Background: an optimization exercise with open tools, aiming at small area, a short achievable clock period and few clock cycles per item. Do not read the settings as production practice.
Function was checked by simulation only, so behaviour that the tests miss may differ from the original.

==> module csc_inv_b, before the edit <==
module csc_inv_b (
    input  wire        mode,
    input  wire [31:0] s1,
    input  wire [31:0] s2,
    input  wire [31:0] s3,
    output wire [31:0] m1,
    output wire [31:0] m2,
    output wire [31:0] m4,
    output wire [31:0] gt
);
    wire [47:0] p1, p2, p3, p4;
    kpm_1  u_p1 (.sel(mode), .x({1'b1, s3[22:0]}), .p(p1));       
    kpm_2  u_p2 (.sel(mode), .x({1'b1, s2[22:0]}), .p(p2));       
    kp_395 u_p3 (.x({1'b1, s2[22:0]}), .p(p3));
    kp_581 u_p4 (.x({1'b1, s3[22:0]}), .p(p4));
    wire [31:0] m3;
    fp32_kround u_m1 (.ek(mode ? 8'd127 : 8'd126), .tzk(mode ? 2'd0 : 2'd1),
                      .x(s3), .p(p1), .y(m1));
    fp32_kround u_m2 (.ek(mode ? 8'd128 : 8'd125), .tzk(mode ? 2'd1 : 2'd0),
                      .x(s2), .p(p2), .y(m2));
    fp32_kround u_m3 (.ek(8'd125), .tzk(2'd0), .x(s2), .p(p3), .y(m3));
    fp32_kround u_m4 (.ek(8'd126), .tzk(2'd1), .x(s3), .p(p4), .y(m4));
    fp32_add #(.RIPPLE(1)) u_gt (.a(s1), .b({~m3[31], m3[30:0]}), .y(gt));
endmodule
clock: 160.0 ns
lec_check: 0
abc_area: 1
cap_margin: 20
core_margin: 2
core_utilization: 60
place_density: 0.75
slew_margin: 20
standard.sh (not shown) runs the stock make flow with config.mk's settings and CLKGATE_MAP_FILE= SYNTH_SCRIPT=/design/flow/synth_recipe.tcl, a recipe that flattens the netlist after the stock synthesis.
==> flow/flow/run.sh <==
#!/bin/bash
# The standard layout (standard.sh: its synthesis and every ORFS step
# unchanged), with one difference: the buffer that ORFS's buffer_ports puts on
# every input and output port is a sky130_fd_sc_hd__buf_2 cell instead of its
# default choice, the delay cell clkdlybuf4s50_1. Each tool's full log stays in
# orfs/logs/ as ORFS writes it; make's own output goes to standard.log here.
set -euo pipefail
export BUFFER_PORTS_ARGS="-buffer_cell sky130_fd_sc_hd__buf_2"
bash standard.sh > standard.log 2>&1
Testbench counts at the start, summed over its fixed seeds: cycles 16,416, items 16,384.
Then changed:
--- a/flow/design.v
+++ b/flow/design.v
@@ -6363,9 +6363,9 @@
     fp32_kround u_m2 (.ek(mode ? 8'd128 : 8'd125), .tzk(mode ? 2'd1 : 2'd0),
                       .x(s2), .p(p2), .y(m2));
     fp32_kround u_m3 (.ek(8'd125), .tzk(2'd0), .x(s2), .p(p3), .y(m3));
     fp32_kround u_m4 (.ek(8'd126), .tzk(2'd1), .x(s3), .p(p4), .y(m4));
-    fp32_add #(.RIPPLE(1)) u_gt (.a(s1), .b({~m3[31], m3[30:0]}), .y(gt));
+    fp32_add #(.RIPPLE(0)) u_gt (.a(s1), .b({~m3[31], m3[30:0]}), .y(gt));
 endmodule
 module csc_inv (
     input  wire        mode,
     input  wire [31:0] y,
Effect: Setup slack gains 0.015 ns; core utilization came out higher by 0.11 points; wire length came out lower by a few percent; synthesized cell count came out higher slightly; global-route usage came out lower by 2.1 points; maximum frequency hardly moves; via count barely changes; clock-buffer cell count came out lower by 7; non-clock buffer count came out lower by 1; die area hardly moves; final area hardly moves; area after synthesis stays flat; flip-flop and latch count is unchanged.
Testbench counts after the change, summed over its fixed seeds: cycles 16,416, items 16,384.

Another version of the RTL of csc_top (not shown whole).
Size in the first run: about 20000 cells after synthesis, about 230 I/O pins, ~130000 µm² of cells after synthesis.
==> module csc_inv_b, before the edit <==
module csc_inv_b (
    input  wire        mode,
    input  wire [31:0] s1,
    input  wire [31:0] s2,
    input  wire [31:0] s3,
    output wire [31:0] m1,
    output wire [31:0] m2,
    output wire [31:0] m4,
    output wire [31:0] gt
);
    wire [47:0] p1, p2, p3, p4;
    kpm_1  u_p1 (.sel(mode), .x({1'b1, s3[22:0]}), .p(p1));       
    kpm_2  u_p2 (.sel(mode), .x({1'b1, s2[22:0]}), .p(p2));       
    kp_395 u_p3 (.x({1'b1, s2[22:0]}), .p(p3));
    kp_581 u_p4 (.x({1'b1, s3[22:0]}), .p(p4));
    wire [31:0] m3;
    fp32_kround u_m1 (.ek(mode ? 8'd127 : 8'd126), .tzk(mode ? 2'd0 : 2'd1),
                      .x(s3), .p(p1), .y(m1));
    fp32_kround u_m2 (.ek(mode ? 8'd128 : 8'd125), .tzk(mode ? 2'd1 : 2'd0),
                      .x(s2), .p(p2), .y(m2));
    fp32_kround u_m3 (.ek(8'd125), .tzk(2'd0), .x(s2), .p(p3), .y(m3));
    fp32_kround u_m4 (.ek(8'd126), .tzk(2'd1), .x(s3), .p(p4), .y(m4));
    fp32_add #(.RIPPLE(0)) u_gt (.a(s1), .b({~m3[31], m3[30:0]}), .y(gt));
endmodule
clock: 160.0 ns
lec_check: 0
abc_area: 1
cap_margin: 20
core_margin: 2
core_utilization: 60
place_density: 0.75
slew_margin: 20
run.sh (not shown) runs the stock make flow with config.mk's settings and CLKGATE_MAP_FILE= SYNTH_SCRIPT=/design/flow/synth_recipe.tcl, a recipe that flattens the netlist after the stock synthesis.
Stock flow here: none of the scripts above is used.
Testbench counts at the start, summed over its fixed seeds: cycles 16,416, items 16,384.
Change:
--- a/flow/design.v
+++ b/flow/design.v
@@ -6361,13 +6361,13 @@
     fp32_kround u_m1 (.ek(mode ? 8'd127 : 8'd126), .tzk(mode ? 2'd0 : 2'd1),
                       .x(s3), .p(p1), .y(m1));
     fp32_kround u_m2 (.ek(mode ? 8'd128 : 8'd125), .tzk(mode ? 2'd1 : 2'd0),
                       .x(s2), .p(p2), .y(m2));
     fp32_kround u_m3 (.ek(8'd125), .tzk(2'd0), .x(s2), .p(p3), .y(m3));
     fp32_kround u_m4 (.ek(8'd126), .tzk(2'd1), .x(s3), .p(p4), .y(m4));
-    fp32_add #(.RIPPLE(0)) u_gt (.a(s1), .b({~m3[31], m3[30:0]}), .y(gt));
+    fp32_add #(.RIPPLE(1)) u_gt (.a(s1), .b({~m3[31], m3[30:0]}), .y(gt));
 endmodule
 module csc_inv (
     input  wire        mode,
     input  wire [31:0] y,
     input  wire [31:0] m1,
     input  wire [31:0] m2,
After rerunning:
- The new run went through all stages and came out clean
- sequential share of layout area barely changes
- hold slack is better by 0.0090 ns
- register-to-register slack gets worse by 0.64 ns
- routed wire length drops by 0.59%
- worst setup slack is better by 0.082 ns
- cell count shrinks by 0.30%
- core utilization falls by 0.29 points
- area after synthesis goes up by 1.1%
Testbench counts after the change, summed over its fixed seeds: cycles 16,416, items 16,384.

RTL: one of the versions met above, not the one the previous note started from.
Size: ~630 flip-flops, roughly 230 I/O pins, about 0.13 mm² of cells after synthesis.
Settings: LEC_CHECK=0, ABC_AREA=1, CAP_MARGIN=20, CORE_MARGIN=2, CORE_UTILIZATION=60, PLACE_DENSITY=0.75, SLEW_MARGIN=20; clock period 160.0 ns.
Testbench counts at the start, summed over its fixed seeds: cycles 16,416, items 16,384.
==> next run, changes <==
--- a/flow/design.v
+++ b/flow/design.v
@@ -6363,9 +6363,9 @@
     fp32_kround u_m2 (.ek(mode ? 8'd128 : 8'd125), .tzk(mode ? 2'd1 : 2'd0),
                       .x(s2), .p(p2), .y(m2));
     fp32_kround u_m3 (.ek(8'd125), .tzk(2'd0), .x(s2), .p(p3), .y(m3));
     fp32_kround u_m4 (.ek(8'd126), .tzk(2'd1), .x(s3), .p(p4), .y(m4));
-    fp32_add #(.RIPPLE(1)) u_gt (.a(s1), .b({~m3[31], m3[30:0]}), .y(gt));
+    fp32_add #(.RIPPLE(0)) u_gt (.a(s1), .b({~m3[31], m3[30:0]}), .y(gt));
 endmodule
 module csc_inv (
     input  wire        mode,
     input  wire [31:0] y,
The changed run completed without violations.
Maximum frequency came out lower slightly.
Die area hardly moves.
Core utilization came out higher by 0.15 points.
Clock-buffer cell count came out higher by 1.
Worst setup slack loses 0.11 ns.
Clock skew came out higher by 0.016 ns.
Worst hold slack loses 0.034 ns.
Wire length came out lower by a few percent.
Cell count came out higher slightly.
Final area barely changes.
Testbench counts after the change, summed over its fixed seeds: cycles 16,416, items 16,384.

[separate check: timing with driven ports]
The flow's constraints put no driver on any port. The routed layouts listed below were extracted and timed again, unchanged, in two steps.
Step 1 (the two cells are an assumption about what drives the block):
set clk [get_ports {clk}]
set_driving_cell -lib_cell sky130_fd_sc_hd__clkbuf_16 $clk
set_driving_cell -lib_cell sky130_fd_sc_hd__buf_2 [delete_from_list [all_inputs] $clk]
Step 2, shift: input delay + t, output delay - t, t = (earliest + latest rising clock arrival at the registers) / 2. This alone moves slack from input paths to output paths.
Three values: no drivers, after step 1, after step 2; two values: the first two.
run | t (ns) | slack for setup (ns) | worst setup path after step 2 | clock arrival spread, ns
the first run of note 1 | 0.837 | 126.685 / 126.589 / 126.139 | input to register | 0.061 / 0.060
the second run of note 1 | 0.845 | 126.700 / 126.593 / 126.166 | input to register | 0.060 / 0.059
the first run of note 2 | 0.850 | 125.998 / 126.061 / 125.211 | input to register | 0.090 / 0.090
the second run of note 2 | 0.865 | 126.080 / 126.170 / 125.305 | input to register | 0.067 / 0.067
the first run of note 3 | 0.837 | 126.290 / 126.190 / 125.738 | input to register | 0.036 / 0.036
the second run of note 3 | 0.839 | 126.179 / 126.083 / 125.720 | input to register | 0.056 / 0.056
After both steps setup and hold are still met in every run listed. For the first run of note 2, which loses most, drivers alone change the setup slack by +0.063 ns; drivers and shift together by -0.787 ns.
